Source: an optimization exercise on an open RTL-to-GDS flow (aim: small area, a short achievable clock period and few clock cycles). Production flows keep margins and buffers that such runs may drop. No run shown here included a check of the RTL's function; only the layout flow was run. Power figures rest on the tool's default switching activity, not on a simulated workload.

$ cat run.sh
#!/bin/bash
# synth_recipe.tcl (not shown) runs the flow's synth.tcl, then flattens the netlist and writes it again
# the make line also repeats each setting of config.mk as NAME=value (left out here)
make -C /OpenROAD-flow-scripts/flow DESIGN_CONFIG=/design/flow/config.mk WORK_HOME=/design/flow/orfs CLKGATE_MAP_FILE= SYNTH_SCRIPT=/design/flow/synth_recipe.tcl finish
$ cat design.v
module sdes12_engine (
    input  wire        clk,
    input  wire        rst,
    input  wire        cmd_valid,
    input  wire [31:0] cmd,
    output wire        cmd_ready,
    output wire [31:0] status,
    output wire [11:0] result
);
    localparam integer SPLIT = 4;
    localparam [3:0] OP_NOP     = 4'h0;
    localparam [3:0] OP_KEYGEN  = 4'h1;
    localparam [3:0] OP_ENCRYPT = 4'h2;
    localparam [3:0] OP_DECRYPT = 4'h3;
    localparam [3:0] OP_WRKEY   = 4'h4;
    localparam [3:0] OP_RDKEY   = 4'h5;
    localparam [3:0] OP_EXPAND  = 4'h6;
    localparam [3:0] OP_SUBST   = 4'h7;
    localparam [3:0] OP_ROUNDF  = 4'h8;
    localparam [3:0] OP_ROUND   = 4'h9;
    localparam [3:0] OP_FPERM   = 4'hA;
    localparam [2:0] E_NONE         = 3'd0;
    localparam [2:0] E_ROUNDS_RANGE = 3'd1;
    localparam [2:0] E_KEY_INVALID  = 3'd2;
    localparam [2:0] E_INDEX_RANGE  = 3'd3;
    localparam [2:0] E_ILLEGAL_CMD  = 3'd4;
    function [7:0] expand;
        input [5:0] h;
        expand = {h[5], h[4], h[2], h[3], h[2], h[3], h[1], h[0]};
    endfunction
    function [2:0] s1;
        input [3:0] j;
        case (j)
            4'd0:  s1 = 3'd5;  4'd1:  s1 = 3'd2;  4'd2:  s1 = 3'd1;  4'd3:  s1 = 3'd6;
            4'd4:  s1 = 3'd3;  4'd5:  s1 = 3'd4;  4'd6:  s1 = 3'd7;  4'd7:  s1 = 3'd0;
            4'd8:  s1 = 3'd1;  4'd9:  s1 = 3'd4;  4'd10: s1 = 3'd6;  4'd11: s1 = 3'd2;
            4'd12: s1 = 3'd0;  4'd13: s1 = 3'd7;  4'd14: s1 = 3'd5;  default: s1 = 3'd3;
        endcase
    endfunction
    function [2:0] s2;
        input [3:0] j;
        case (j)
            4'd0:  s2 = 3'd4;  4'd1:  s2 = 3'd0;  4'd2:  s2 = 3'd6;  4'd3:  s2 = 3'd5;
            4'd4:  s2 = 3'd7;  4'd5:  s2 = 3'd1;  4'd6:  s2 = 3'd3;  4'd7:  s2 = 3'd2;
            4'd8:  s2 = 3'd5;  4'd9:  s2 = 3'd3;  4'd10: s2 = 3'd0;  4'd11: s2 = 3'd7;
            4'd12: s2 = 3'd6;  4'd13: s2 = 3'd2;  4'd14: s2 = 3'd1;  default: s2 = 3'd4;
        endcase
    endfunction
    function [5:0] sbox;
        input [7:0] y;
        sbox = {s1(y[7:4]), s2(y[3:0])};
    endfunction
    function [5:0] feistel;
        input [5:0] h;
        input [7:0] k;
        feistel = sbox(expand(h) ^ k);
    endfunction
    function [11:0] stage;
        input [11:0] s;
        input [7:0]  k;
        input        on;
        stage = {s[5:0], s[11:6] ^ (on ? feistel(s[5:0], k) : 6'd0)};
    endfunction
    function [11:0] swap;
        input [11:0] s;
        swap = {s[5:0], s[11:6]};
    endfunction
    function [7:0] key_sched;
        input [8:0] k;
        input integer i;
        integer b;
        begin
            for (b = 0; b < 8; b = b + 1)
                key_sched[b] = k[(b + 1 + 9 - i) % 9];
            if (i == 8)
                key_sched[6] = 1'b0;
        end
    endfunction
    function stage_on;
        input [3:0] op;
        input [3:0] n;
        input integer v;
        case (op)
            OP_ENCRYPT:         stage_on = (v < n);
            OP_DECRYPT:         stage_on = (n >= 9 - v);
            OP_ROUND, OP_ROUNDF: stage_on = (v == 8);
            default:            stage_on = 1'b0;
        endcase
    endfunction
    reg        busy;
    reg        done;
    reg [2:0]  err;
    reg [8:0]  rkv;
    reg [71:0] rk;       
    reg [11:0] res;
    reg [3:0]  p_op;
    reg [3:0]  p_n;
    reg [2:0]  p_err;
    reg [11:0] st;       
    assign cmd_ready = ~busy & ~rst;
    wire accept = cmd_valid & ~busy & ~rst;
    wire [3:0]  c_op = cmd[31:28];
    wire [3:0]  c_n  = cmd[27:24];
    wire [11:0] c_d  = cmd[11:0];
    reg c_illegal;
    always @* begin
        c_illegal = (cmd[23:12] != 12'd0);
        case (c_op)
            OP_NOP:     if (c_n != 4'd0 || c_d != 12'd0)       c_illegal = 1'b1;
            OP_KEYGEN:  if (c_d[11:9] != 3'd0)                 c_illegal = 1'b1;
            OP_ENCRYPT: ;
            OP_DECRYPT: ;
            OP_WRKEY:   if (c_d[11:8] != 4'd0)                 c_illegal = 1'b1;
            OP_RDKEY:   if (c_d != 12'd0)                      c_illegal = 1'b1;
            OP_EXPAND:  if (c_n != 4'd0 || c_d[11:6] != 6'd0)  c_illegal = 1'b1;
            OP_SUBST:   if (c_n != 4'd0 || c_d[11:8] != 4'd0)  c_illegal = 1'b1;
            OP_ROUNDF:  if (c_d[11:6] != 6'd0)                 c_illegal = 1'b1;
            OP_ROUND:   ;
            OP_FPERM:   if (c_n != 4'd0)                       c_illegal = 1'b1;
            default:    c_illegal = 1'b1;
        endcase
    end
    wire [8:0] c_mask       = (9'd1 << c_n) - 9'd1;
    wire       c_keys_valid = ((rkv & c_mask) == c_mask);
    wire       c_key_valid  = rkv[c_n];
    reg [2:0] c_err;
    always @* begin
        c_err = E_NONE;
        if (c_illegal)
            c_err = E_ILLEGAL_CMD;
        else case (c_op)
            OP_KEYGEN:
                if (c_n > 4'd9) c_err = E_ROUNDS_RANGE;
            OP_ENCRYPT, OP_DECRYPT:
                if (c_n > 4'd9)         c_err = E_ROUNDS_RANGE;
                else if (!c_keys_valid) c_err = E_KEY_INVALID;
            OP_WRKEY:
                if (c_n > 4'd8) c_err = E_INDEX_RANGE;
            OP_RDKEY, OP_ROUNDF, OP_ROUND:
                if (c_n > 4'd8)        c_err = E_INDEX_RANGE;
                else if (!c_key_valid) c_err = E_KEY_INVALID;
            default: ;
        endcase
    end
    wire c_dec = (c_op == OP_DECRYPT);
    reg [11:0] ca [0:SPLIT];
    integer va;
    always @* begin
        ca[0] = (c_dec && !c_n[0]) ? swap(c_d) : c_d;
        for (va = 0; va < SPLIT; va = va + 1)
            ca[va + 1] = stage(ca[va],
                               c_dec ? rk[8 * (8 - va) +: 8] : rk[8 * va +: 8],
                               stage_on(c_op, c_n, va));
    end
    always @(posedge clk) begin
        p_op  <= c_op;
        p_n   <= c_n;
        p_err <= c_err;
        st    <= ca[SPLIT];
    end
    wire p_enc = (p_op == OP_ENCRYPT);
    wire p_dec = (p_op == OP_DECRYPT);
    wire [3:0] k8_idx = p_enc ? 4'd8 : p_dec ? 4'd0 : p_n;
    wire [7:0] k8     = rk[8 * k8_idx +: 8];
    reg [11:0] cb [SPLIT:9];
    integer vb;
    always @* begin
        cb[SPLIT] = st;
        for (vb = SPLIT; vb < 9; vb = vb + 1)
            cb[vb + 1] = stage(cb[vb],
                               (vb == 8) ? k8 :
                               p_dec ? rk[8 * (8 - vb) +: 8] : rk[8 * vb +: 8],
                               stage_on(p_op, p_n, vb));
    end
    wire [11:0] out = cb[9];
    wire [11:0] d   = st;
    reg [11:0] p_res;
    always @* begin
        case (p_op)
            OP_ENCRYPT: p_res = p_n[0] ? swap(out) : out;
            OP_DECRYPT: p_res = swap(out);
            OP_RDKEY:   p_res = {4'd0, k8};
            OP_EXPAND:  p_res = {4'd0, expand(d[5:0])};
            OP_SUBST:   p_res = {6'd0, sbox(d[7:0])};
            OP_ROUNDF:  p_res = {6'd0, out[5:0]};
            default:    p_res = out;    
        endcase
    end
    wire commit = busy && (p_err == E_NONE);
    wire p_has_res = (p_op == OP_ENCRYPT) || (p_op == OP_DECRYPT) ||
                     (p_op == OP_RDKEY)   || (p_op == OP_EXPAND)  ||
                     (p_op == OP_SUBST)   || (p_op == OP_ROUNDF)  ||
                     (p_op == OP_ROUND)   || (p_op == OP_FPERM);
    always @(posedge clk) begin
        if (rst) begin
            busy <= 1'b0;
            done <= 1'b0;
            err  <= E_NONE;
            rkv  <= 9'd0;
            res  <= 12'd0;
        end else if (accept) begin
            busy <= 1'b1;
            done <= 1'b0;
            err  <= E_NONE;
        end else if (busy) begin
            busy <= 1'b0;
            done <= 1'b1;
            err  <= p_err;
            if (p_op == OP_KEYGEN && p_err == E_ROUNDS_RANGE)
                rkv <= 9'd0;
            if (commit) begin
                if (p_op == OP_KEYGEN)
                    rkv <= (9'd1 << p_n) - 9'd1;
                if (p_op == OP_WRKEY)
                    rkv[p_n] <= 1'b1;
                if (p_has_res)
                    res <= p_res;
            end
        end
    end
    genvar gi;
    generate
        for (gi = 0; gi < 9; gi = gi + 1) begin : g_rk
            always @(posedge clk) begin
                if (commit && p_op == OP_KEYGEN)
                    rk[8 * gi +: 8] <= key_sched(d[8:0], gi);
                else if (commit && p_op == OP_WRKEY && p_n == gi)
                    rk[8 * gi +: 8] <= d[7:0];
            end
        end
    endgenerate
    assign status = {7'd0, rkv, 11'd0, err, done, busy};
    assign result = res;
endmodule
$ cat config.mk
export PLATFORM = sky130hd
export DESIGN_NAME = sdes12_engine
export DESIGN_NICKNAME = sdes12_engine
export VERILOG_FILES = /design/flow/design.v
export SDC_FILE = /design/flow/constraint.sdc
export NUM_CORES = 4
export LEC_CHECK = 0
export ABC_CLOCK_PERIOD_IN_PS = 4500
export CAP_MARGIN = 20
export CORE_MARGIN = 2
export CORE_UTILIZATION = 40
export SETUP_SLACK_MARGIN = 5
export SLEW_MARGIN = 20
$ cat constraint.sdc
create_clock -name core_clock -period 10.0 [get_ports {clk}]
set_input_delay 2.0000 -clock core_clock [delete_from_list [all_inputs] [get_ports {clk}]]
set_output_delay 2.0000 -clock core_clock [all_outputs]
set_load 0.01 [all_outputs]
==> impl_metrics.yaml, run 1 <==
status:
  status: "timing/DRC/antenna clean"
drt:
  drt_wl_total_um: 47000
  viasPerCell: 5.91
  drtIter0Drc: 1108
  dr.pass1.iters: 9
  vias: 13000
  wl_per_cell_um: 21.4
  drc_errors: 0
  antenna_left: 0
grt:
  grt_pass1_vias: 12400
  grt_pass1_wl_um: 72100
  antenna_found_initial: 0
  grt_max_degree: 43
  grt_use_total: 0.261
  overflow: 0
logic_synthesis:
  netlist_area_um2: 13500
  synth_area_leader_cell: "edfxtp_1"
  synthFlopType: "edfxtp_1"
  ys_ff_latch: 127
  async_flop_share: 0
  yosysSeqAreaShare: 0.240
  synth_top_area_share: 0.157
  synth_cell_types: 114
  synthTopCellsByArea: "edfxtp_1, dfxtp_1, mux2i_1, ha_1, xnor2_1"
  synthCells: 1613
  yosys.cell_count.top_type: "nand2_1"
  synth_edf_count: 71
  yosysWarnings: 3
  syn_area_per_cell_um2: 8.39
  synth.top_cells.by_count: "nand2_1, nor2_1, a21oi_1"
worst_setup_path:
  arrival_ns: 8.01
  worstSetupPathType: "input pin to flip-flop"
  crit_path_top_delay_cell: "or4b_4"
  cpPeakStageDelay_ns: 0.52
  startpoint_type: "input pin"
  cp.required_ns: 10.39
  cp-end-kind: "flip-flop"
  reg2reg_depth: 33
  critPathMaxFanout: 8
floorplan:
  rows: 67
  die_w_um: 188
  die_y_um: 188
  dieArea_um2: 35300
  ioPinCount: 80
  design.core.area_um2: 33400
  start_util: 0.405
sta:
  fin_crit_ns: 7.62
  finalMaxSlewViolations: 0
  fin_setup_tns_ns: 0
  rsz0062_at_grt: "true"
  worstMarginPinSlew_ns: 0.920
  hold_viol_final: 0
  setup_viol: 0
  finalCritPeriodShare: 0.762
  clock.fmax_ghz: 0.131
  hold_slack_ns: 0.501
  skew_ns: 0.00990
  slew_headroom: 0.382
pwr:
  power.density_nw_per_um2: 123
  leakage_uw: 0.00673
  ir_drop_uv: 112
min_path:
  worstHoldPathCells: 2
  hold_class: "flip-flop to flip-flop"
placement:
  port_buffers: 61
  dp_hpwl_um: 34900
  place.gp.congestion: 0.949
clocking:
  clock-root-buffer: "clkbuf_16"
  ctsHoldBuffers: 0
  cts_tree: "built"
  clkLatencyLatePin_ns: 0.44
  cts_buffers: 17
  h-tree-depth: 4
  clk_pin_slew_ns: 0.07
  clock_path_buffers: 2
  cts_num_sinks: 127
layout:
  fillers: 3065
  final_nets: 1840
  diodes: 0
  areaGrowthSynthToFinish_pct: 26.9
  drive_gt1_frac: 0.247
flow_run:
  drv_cap: 0
## layout make-up
type	instances	area [um2]	share of cell area
Timing Repair Buffer	174	1640	0.0954
Clock inverter	15	183	0.0106
Tap cell	448	561	0.0326
Sequential cell	127	3260	0.190
Multi-Input combinational cell	1341	10800	0.631
Inverter	70	277	0.0161
Clock buffer	17	425	0.0248
## path summary, 6_finish.rpt
kind	startpoint	to	slack (ns)
setup reg to reg	st[0]	res[6]	2.74
hold reg to reg	res[4]	res[4]	0.50
setup / recovery	cmd[31]	flip-flop	2.38
hold / removal	res[4]	res[4]	0.50
## report_power, final
part / internal [uW] / total, uW / switching, uW
sequential: 573 / 621 / 47.9
combinational: 368 / 831 / 463
clock: 361 / 658 / 296
total: 1300 / 2110 / 807
## sequential cells by signal, summed over array words and instances (netlist names), named ones only
name,count
err,3
rk,72
done,1
res,12
busy,1
rkv,9
p_op,4
p_err,3
p_n,4
st,12
## placed cells by master, fill, tap and decap left out, types with 51 or more instances in the layout
cell type,Yosys,routed
o21ai_0,74,65
edfxtp_1,71,71
dfxtp_1,56,51
nand2_1,173,168
mux2i_1,107,100
a21oi_1,113,101
xnor2_1,83,61
buf_4,24,94
nor2_1,120,115
## logic make-up after synthesis
logic type      count (synthesis)  share of synthesized area
compound gates                397                      0.198
simple gates                  555                      0.204
xor+xnor                      152                      0.116
buf+inv                       162                     0.0554
flops                         127                      0.240
fa+ha+maj                      75                     0.0691
mux                           144                      0.118
other cells                     1                   0.000277
## metrics by stage
stage	total power (uW)	instance area, um2	util	setup slack (ns)	std cells
final	2110	17200	0.514	2.38	2192
after global routing	2210	17200	0.514	2.12	2192
after CTS	2070	16800	0.501	2.55	2168
after detailed placement	1340	15000	0.448	0.720	2070
after global placement	1330	15000	0.448	0.837	2070
after floorplan	1180	14200	-	2.16	1630
## repair_timing
action,in CTS,in global routing
setup buffers,64,24
pin swaps,53,39
setup endpoints to repair,31,30
resized for setup,197,46
cloned,2,0
## per-layer routing
| metal | vias to the layer above | part of all wire | global-route usage |
|---|---|---|---|
| li1 | 6093 | - | - |
| met1 | 6207 | 0.43 | 0.362 |
| met2 | 569 | 0.46 | 0.418 |
| met3 | 87 | 0.073 | 0.0284 |
| met4 | 0 | 0.035 | 0.0975 |
| met5 | - | 0 | 0 |
## critical path: cells and delay by family
kind / cells / cell delay, ns
and+or+nand+nor: 10 / 2.14
AOI/OAI and AO/OA: 6 / 1.33
adders and majority gates: 4 / 0.99
xor gates and xnor gates: 5 / 0.88
buffers and inverters: 6 / 0.64
==> run 2, diff against run 1 <==
--- a/config.mk
+++ b/config.mk
@@ -5,9 +5,7 @@
 export SDC_FILE = /design/flow/constraint.sdc
 export NUM_CORES = 4
 export LEC_CHECK = 0
-export ABC_CLOCK_PERIOD_IN_PS = 4500
 export CAP_MARGIN = 20
 export CORE_MARGIN = 2
 export CORE_UTILIZATION = 40
-export SETUP_SLACK_MARGIN = 5
 export SLEW_MARGIN = 20
==> run 2 against run 1 <==
  * Still clean
  * Sequential cell count is the same
  * Cell area down 12%
  * Combinational power decreased by 17%
  * Synthesized area is the same
  * Non-clock buffer count fell by 83
  * Via count fell by 2.9%
  * Die area is the same
  * First-iteration DRC count rose by 3.2%
  * Routed wire length fell by 3.7%
  * Synthesized cell count stayed put
  * Global-route usage decreased by 0.96 points
  * Critical path depth fell by 5
  * Critical path type unchanged
  * Largest cell class unchanged
  * Largest power group unchanged
==> impl_metrics.yaml, run 2 <==
status:
  status: "timing/DRC/antenna clean"
drt:
  drtIter0Drc: 1144
  vias: 12600
  viasPerCell: 5.96
  drt_wl_total_um: 45200
  antenna_left: 0
  wl_per_cell_um: 21.5
  drc_errors: 0
  dr.pass1.iters: 7
sta:
  skew_ns: 0.0134
  clock.fmax_ghz: 0.109
  hold_viol_final: 0
  slew_headroom: 0.268
  finalCritPeriodShare: 0.916
  finalMaxSlewViolations: 0
  fin_setup_tns_ns: 0
  fin_crit_ns: 9.16
  rsz0062_at_grt: "false"
  setup_viol: 0
  worstMarginPinSlew_ns: 1.09
worst_setup_path:
  r2r_start: "st[1]"
  rr_endpoint: "res[6]"
  worstSetupPathType: "input pin to flip-flop"
  reg2reg_depth: 34
  cp.required_ns: 10.33
  cp-end-kind: "flip-flop"
  arrival_ns: 9.49
  r2r_setup_slack_ns: 1.31
  critPathMaxFanout: 12
  startpoint_type: "input pin"
flow_run:
  drv_cap: 0
logic_synthesis:
  ys_ff_latch: 127
  synth_area_leader_cell: "edfxtp_1"
  netlist_area_um2: 13500
  synthTopCellsByArea: "edfxtp_1, dfxtp_1, mux2i_1, ha_1, xnor2_1"
  synth.top_cells.by_count: "nand2_1, nor2_1, a21oi_1"
  synthCells: 1613
  synth_cell_types: 114
  async_flop_share: 0
  synth_top_area_share: 0.157
  yosys.cell_count.top_type: "nand2_1"
  yosysWarnings: 3
  synthFlopType: "edfxtp_1"
  synth_edf_count: 71
  syn_area_per_cell_um2: 8.39
  yosysSeqAreaShare: 0.240
floorplan:
  die_w_um: 188
  dieArea_um2: 35300
  design.core.area_um2: 33400
  die_y_um: 188
  rows: 67
  start_util: 0.405
  ioPinCount: 80
layout:
  drive_gt1_frac: 0.0987
  final_common_cell: "nand2_1"
  final_nets: 1757
  areaGrowthSynthToFinish_pct: 11.9
  final_util: 0.453
  postLayoutCellArea_um2: 15100
  top_register: "rk"
  stdcell_count: 2109
  final_cell_mix: "nand2_1, nor2_1, a21oi_1"
  largest_reg_flops: 72
  diodes: 0
  top_regs: "rk: 72 flops, res: 12 flops, st: 12 flops"
  fillers: 3250
grt:
  grt_max_degree: 42
  antenna_found_initial: 0
  grt_pass1_vias: 11700
  grt_use_total: 0.251
  grt_pass1_wl_um: 68800
  overflow: 0
placement:
  dp_hpwl_um: 35200
  place.gp.congestion: 0.960
  port_buffers: 61
  placed_cells: 2077
  detailed_place.area_um2: 14500
pwr:
  leakage_uw: 0.00594
  power.density_nw_per_um2: 128
  ir_drop_uv: 107
  p_total_uw: 1940
clocking:
  clock-root-buffer: "clkbuf_16"
  clkLatencyLatePin_ns: 0.43
  h-tree-depth: 4
  clock_path_buffers: 2
  ctsHoldBuffers: 0
  postCtsSetupRepairBufs: 0
  cts_num_sinks: 127
  cts_tree: "built"
  cts_resized: 0
  cts_buffers: 17
  clk_pin_slew_ns: 0.06
min_path:
  hold_class: "flip-flop to flip-flop"
  worstHoldPathCells: 2
  whs_endpoint: "done"
  hp-start: "done"
==> run 2: cell counts after synthesis <==
No cell type changed its count.
==> run 2: layout make-up <==
class	instances	area, um2	share of cell area
inverters	70	263	0.0173
flip-flops and latches	127	3250	0.215
clock inverters	13	134	0.00884
clock buffers	19	464	0.0306
repair buffers	91	836	0.0552
well taps	448	561	0.0370
multi-input cells	1341	9640	0.636
==> run 2: through the flow <==
stage          hold slack [ns]  setup slack (ns)
4_1_cts                  0.501             0.859
6_report                 0.499             0.839
3_3_place_gp             0.472             0.642
2_1_floorplan            0.403              1.69
3_5_place_dp             0.486             0.423
5_1_grt                  0.539             0.108
==> run 2: how the worst max path moves through the flow <==
stage,startpoint,end,slack (ns),cells past startpoint
after floorplan,cmd[31],flip-flop,1.69,30
after global placement,cmd[31],flip-flop,0.64,28
after detailed placement,cmd[31],flip-flop,0.42,28
after CTS,cmd[31],flip-flop,0.86,28
after global routing,cmd[31],flip-flop,0.11,29
final,cmd[31],flip-flop,0.84,26
==> run 2: routing by layer <==
layer  global-route usage  up-vias  share of wire
met4               0.0924        0          0.035
li1                     -     5935              -
met2                0.405      585           0.46
met3               0.0369       89          0.082
met5                    0        -              0
met1                0.341     5966           0.43
==> run 2: kinds of logic (layout without fill, tap and decap cells) <==
group | count (synthesis) | count (layout) | synth area share
buffers and inverters | 162 | 193 | 0.0554
adders and majority gates | 75 | 75 | 0.0691
AOI/OAI and AO/OA | 397 | 397 | 0.198
other | 1 | 18 | 0.000277
DFF | 127 | 127 | 0.240
muxes | 144 | 144 | 0.118
and+or+nand+nor | 555 | 555 | 0.204
xor gates and xnor gates | 152 | 152 | 0.116
==> run 2: critical path: stages <==
cell and delay (ns):
clkdlybuf4s50_1 0.64, nand4bb_2 0.52, o21ai_1 0.41, inv_1 0.15, ha_1 0.32, mux2_2 0.29, nor3_1 0.27, nor2_1 0.19
xnor2_1 0.25, inv_1 0.11, ha_1 0.42, or3_1 0.42, a2111oi_2 0.34, a2111oi_2 0.11, nand3_1 0.19, a21oi_1 0.09
or4b_1 0.54, xor2_1 0.25, inv_2 0.07, xnor2_1 0.50, mux2i_1 0.28, o2bb2ai_1 0.09, xnor2_1 0.34, inv_1 0.19
ha_1 0.31, mux2i_1 0.19
==> run 2: report_power, final <==
group          total, uW  switching, uW  internal [uW]
sequential           612           39.0            573
clock                640            252            387
combinational        688            413            275
==> run 3, diff against run 2 <==
--- a/design.v
+++ b/design.v
@@ -7,7 +7,7 @@
     output wire [31:0] status,
     output wire [11:0] result
 );
-    localparam integer SPLIT = 4;
+    localparam integer SPLIT = 3;
     localparam [3:0] OP_NOP     = 4'h0;
     localparam [3:0] OP_KEYGEN  = 4'h1;
     localparam [3:0] OP_ENCRYPT = 4'h2;
@@ -143,37 +143,62 @@
         endcase
     end
     wire c_dec = (c_op == OP_DECRYPT);
-    reg [11:0] ca [0:SPLIT];
+    wire        c_pre = c_dec & ~c_n[0];
+    reg  [5:0]  al [0:SPLIT];    
+    reg  [5:0]  ar [0:SPLIT];    
+    reg  [5:0]  af [0:SPLIT];    
+    reg  [7:0]  ak [0:SPLIT];    
     integer va;
     always @* begin
-        ca[0] = (c_dec && !c_n[0]) ? swap(c_d) : c_d;
+        al[0] = c_pre ? c_d[5:0]  : c_d[11:6];
+        ar[0] = c_pre ? c_d[11:6] : c_d[5:0];
         for (va = 0; va < SPLIT; va = va + 1)
-            ca[va + 1] = stage(ca[va],
-                               c_dec ? rk[8 * (8 - va) +: 8] : rk[8 * va +: 8],
-                               stage_on(c_op, c_n, va));
+            ak[va] = c_dec ? rk[8 * (8 - va) +: 8] : rk[8 * va +: 8];
+        af[0] = stage_on(c_op, c_n, 0) ? sbox(expand(c_d[5:0]) ^ ak[0]) : 6'd0;
+        for (va = 1; va <= SPLIT; va = va + 1) begin
+            al[va] = ar[va - 1];
+            ar[va] = al[va - 1] ^ af[va - 1];
+            if (va < SPLIT)
+                af[va] = stage_on(c_op, c_n, va) ?
+                         sbox((expand(al[va - 1]) ^ ak[va]) ^ expand(af[va - 1])) : 6'd0;
+            else
+                af[va] = 6'd0;
+        end
     end
     always @(posedge clk) begin
         p_op  <= c_op;
         p_n   <= c_n;
         p_err <= c_err;
-        st    <= ca[SPLIT];
+        st    <= {al[SPLIT], ar[SPLIT]};
     end
     wire p_enc = (p_op == OP_ENCRYPT);
     wire p_dec = (p_op == OP_DECRYPT);
     wire [3:0] k8_idx = p_enc ? 4'd8 : p_dec ? 4'd0 : p_n;
     wire [7:0] k8     = rk[8 * k8_idx +: 8];
-    reg [11:0] cb [SPLIT:9];
+    reg  [5:0]  bl [SPLIT:9];
+    reg  [5:0]  br [SPLIT:9];
+    reg  [5:0]  bf [SPLIT:9];
+    reg  [7:0]  bk [SPLIT:9];
     integer vb;
     always @* begin
-        cb[SPLIT] = st;
+        bl[SPLIT] = st[11:6];
+        br[SPLIT] = st[5:0];
         for (vb = SPLIT; vb < 9; vb = vb + 1)
-            cb[vb + 1] = stage(cb[vb],
-                               (vb == 8) ? k8 :
-                               p_dec ? rk[8 * (8 - vb) +: 8] : rk[8 * vb +: 8],
-                               stage_on(p_op, p_n, vb));
-    end
-    wire [11:0] out = cb[9];
-    wire [11:0] d   = st;
+            bk[vb] = (vb == 8) ? k8 : p_dec ? rk[8 * (8 - vb) +: 8] : rk[8 * vb +: 8];
+        bk[9] = 8'd0;
+        bf[SPLIT] = stage_on(p_op, p_n, SPLIT) ? sbox(expand(br[SPLIT]) ^ bk[SPLIT]) : 6'd0;
+        for (vb = SPLIT + 1; vb <= 9; vb = vb + 1) begin
+            bl[vb] = br[vb - 1];
+            br[vb] = bl[vb - 1] ^ bf[vb - 1];
+            if (vb < 9)
+                bf[vb] = stage_on(p_op, p_n, vb) ?
+                         sbox((expand(bl[vb - 1]) ^ bk[vb]) ^ expand(bf[vb - 1])) : 6'd0;
+            else
+                bf[vb] = 6'd0;
+        end
+    end
+    wire [11:0] out = {bl[9], br[9]};
+    wire [11:0] d   = SPLIT[0] ? swap(st) : st;
     reg [11:0] p_res;
     always @* begin
         case (p_op)
--- a/config.mk
+++ b/config.mk
@@ -5,6 +5,7 @@
 export SDC_FILE = /design/flow/constraint.sdc
 export NUM_CORES = 4
 export LEC_CHECK = 0
+export ABC_AREA = 1
 export CAP_MARGIN = 20
 export CORE_MARGIN = 2
 export CORE_UTILIZATION = 40
==> run 3 against run 2 <==
  * Clock-buffer cell count unchanged
  * Core utilization is 0.11 points lower
  * Clock skew fell by 0.0022 ns
  * Critical path depth rose by 2
  * First-iteration DRC count grew 23%
  * Worst setup slack improved by 1.2 ns
  * Register-to-register slack gained 1.8 ns
  * Hold slack lost 0.035 ns
  * Cell count rose by 12%
  * Combinational power is 2% lower
  * Critical path type unchanged
==> impl_metrics.yaml, run 3 <==
clocking:
  clock_path_buffers: 2
  ctsHoldBuffers: 0
  h-tree-depth: 4
  cts_resized: 0
  clock-root-buffer: "clkbuf_16"
  postCtsSetupRepairBufs: 0
  clkLatencyLatePin_ns: 0.43
  cts_num_sinks: 127
  clk_pin_slew_ns: 0.06
  cts_tree: "built"
  cts_buffers: 17
worst_setup_path:
  startpoint_type: "input pin"
  critPathMaxFanout: 39
  crit_path_top_delay_cell: "nor2_4"
  crit_family: "XOR/XNOR gates"
  worstSetupPathType: "input pin to flip-flop"
  r2r_start: "p_op[3]"
  arrival_ns: 8.28
  rr_endpoint: "res[6]"
  cp.required_ns: 10.35
  path_buf_inv: 6
  r2r_setup_slack_ns: 3.10
  cpPeakStageDelay_ns: 0.58
  cp.depth: 28
  cp-end-kind: "flip-flop"
  crit_start: "cmd[31]"
  reg2reg_depth: 60
logic_synthesis:
  synth_area_leader_cell: "edfxtp_1"
  yosys.cell_count.top_type: "nand2_1"
  ys_ff_latch: 127
  yosysWarnings: 9
  synth_cell_types: 64
  netlist_area_um2: 12600
  synthCells: 1898
  yosysSeqAreaShare: 0.257
  async_flop_share: 0
  syn_area_per_cell_um2: 6.66
  synthFlopType: "edfxtp_1"
  synth_edf_count: 71
  synth.top_cells.by_count: "nand2_1, inv_1, nand3_1"
  synth_top_area_share: 0.169
  synthTopCellsByArea: "edfxtp_1, nand2_1, dfxtp_1, inv_1, nand3_1"
floorplan:
  design.core.area_um2: 31300
  die_y_um: 182
  ioPinCount: 80
  rows: 65
  die_w_um: 182
  start_util: 0.404
  dieArea_um2: 33100
layout:
  areaGrowthSynthToFinish_pct: 11.8
  top_register: "rk"
  largest_reg_flops: 72
  final_common_cell: "nand2_1"
  fillers: 3215
  stdcell_count: 2360
  top_regs: "rk: 72 flops, res: 12 flops, st: 12 flops"
  postLayoutCellArea_um2: 14100
  drive_gt1_frac: 0.0909
  diodes: 0
  final_cell_mix: "nand2_1, inv_1, nand3_1"
  final_nets: 2040
grt:
  overflow: 0
  grt_pass1_vias: 11300
  gr-usage-met1: 0.337
  use_met3: 0.0373
  grt_use_total: 0.248
  grt_max_degree: 63
  antenna_found_initial: 0
  grt_pass1_wl_um: 62900
  groute.layer.met2.usage: 0.410
  busiest_layer: "met2"
flow_run:
  drv_cap: 0
sta:
  hold_viol_final: 0
  fin_crit_ns: 7.93
  worstMarginPinSlew_ns: 0.990
  finalMaxSlewViolations: 0
  clock.fmax_ghz: 0.126
  hold_slack_ns: 0.464
  finalCritPeriodShare: 0.793
  rsz0062_at_grt: "false"
  fin_setup_tns_ns: 0
  setup_viol: 0
  skew_ns: 0.0112
  slew_headroom: 0.336
drt:
  drt_wl_total_um: 41500
  drc_errors: 0
  antenna_left: 0
  dr.pass1.iters: 9
  viasPerCell: 5.35
  vias: 12600
  wl_per_cell_um: 17.6
  drtIter0Drc: 1410
pwr:
  leakage_uw: 0.00666
  ir_drop_uv: 89.9
  power.density_nw_per_um2: 132
placement:
  port_buffers: 61
  dp_hpwl_um: 33800
  detailed_place.area_um2: 13600
  place.gp.congestion: 1.01
  placed_cells: 2328
status:
  status: "timing/DRC/antenna clean"
min_path:
  hold_class: "flip-flop to flip-flop"
run 3: per-stage QoR:
| step | worst slack (ns) | util | power, uW |
|---|---|---|---|
| after floorplan | 3.66 | - | 1120 |
| after global placement | 2.08 | 0.434 | 1270 |
| after detailed placement | 1.75 | 0.434 | 1280 |
| after CTS | 2.15 | 0.452 | 1860 |
| after global routing | 1.44 | 0.452 | 1980 |
| final | 2.07 | 0.452 | 1870 |
run 3: cells by family (layout without fill, tap and decap cells):
| family | Yosys count | count (layout) | synth area share |
|---|---|---|---|
| simple gates | 918 | 918 | 0.327 |
| buf+inv | 350 | 393 | 0.113 |
| compound gates | 313 | 313 | 0.146 |
| xor+xnor | 129 | 129 | 0.0962 |
| flops | 127 | 127 | 0.257 |
| fa+ha+maj | 60 | 60 | 0.0594 |
| other cells | 1 | 18 | 0.000296 |
run 3: area by class of cell:
class                      count  area (um2)  area share
clock inverter                13         115     0.00814
multi-input combinational   1438        8050       0.569
tap                          402         503      0.0356
sequential                   127        3250       0.230
inverter                     289        1090      0.0769
timing repair buffer          72         693      0.0490
clock buffer                  19         443      0.0313
run 3: worst min path at each step:
stage	from	cells past startpoint	end	slack [ns]
after detailed placement	res[11]	2	res[11]	0.45
after floorplan	st[8]	0	rk[10]	0.41
after global routing	res[11]	2	res[11]	0.47
after global placement	res[9]	2	res[9]	0.46
final	res[11]	2	res[11]	0.46
after CTS	res[11]	2	res[11]	0.46
run 3: metal layers:
layer  vias up  routed length, um
met2       473              18800
met5         -                  0
met4         0                842
met1      5827              18800
met3        58               3100
li1       6259                  -
run 3: power by group:
| group | switching, uW | internal [uW] | total (uW) |
|---|---|---|---|
| Sequential | 33.2 | 570 | 603 |
| Clock | 241 | 348 | 589 |
| Combinational | 447 | 227 | 674 |
| Total | 721 | 1150 | 1870 |
run 3: worst register-to-register path, delay by kind of cell (launching register included):
family                   cells  cell delay (ns)
AO/OA/AOI/OAI                1             0.06
adder cells (fa/ha/maj)      6             1.15
buffers and inverters        9             0.49
flip-flops                   1             0.39
AND/OR/NAND/NOR             44             4.63

## what the ideal ports hide
The results above use ideal ports. As a check the final layouts listed here were re-extracted and re-timed, cells and wires unchanged.
Step 1 sets driving cells, clkbuf_16 on the clock port and buf_2 on the other inputs (assumed; they add their load-dependent delay and slew).
Step 2, shift: input delay + t, output delay - t, t = (earliest + latest rising clock arrival at the registers) / 2. This alone moves slack from input paths to output paths.
a / b / c = ideal / step 1 / step 2; a / b = the first two.
run | t, ns | slack for setup (ns) | hold WS [ns] | worst setup path after step 2 | clock arrival spread, ns
run 1 | 0.480 | 2.380 / 2.374 / 1.894 | 0.501 / 0.501 / 0.501 | input to register | 0.010 / 0.010
run 2 | 0.475 | 0.839 / 0.864 / 0.389 | 0.499 / 0.499 / 0.499 | input to register | 0.014 / 0.013
run 3 | 0.473 | 2.066 / 2.095 / 1.622 | 0.464 / 0.464 / 0.464 | input to register | 0.011 / 0.011
After both steps setup and hold are still met in every run listed. The setup slack of run 1, which loses most, moves by -0.006 ns with the drivers and by -0.486 ns with both steps.
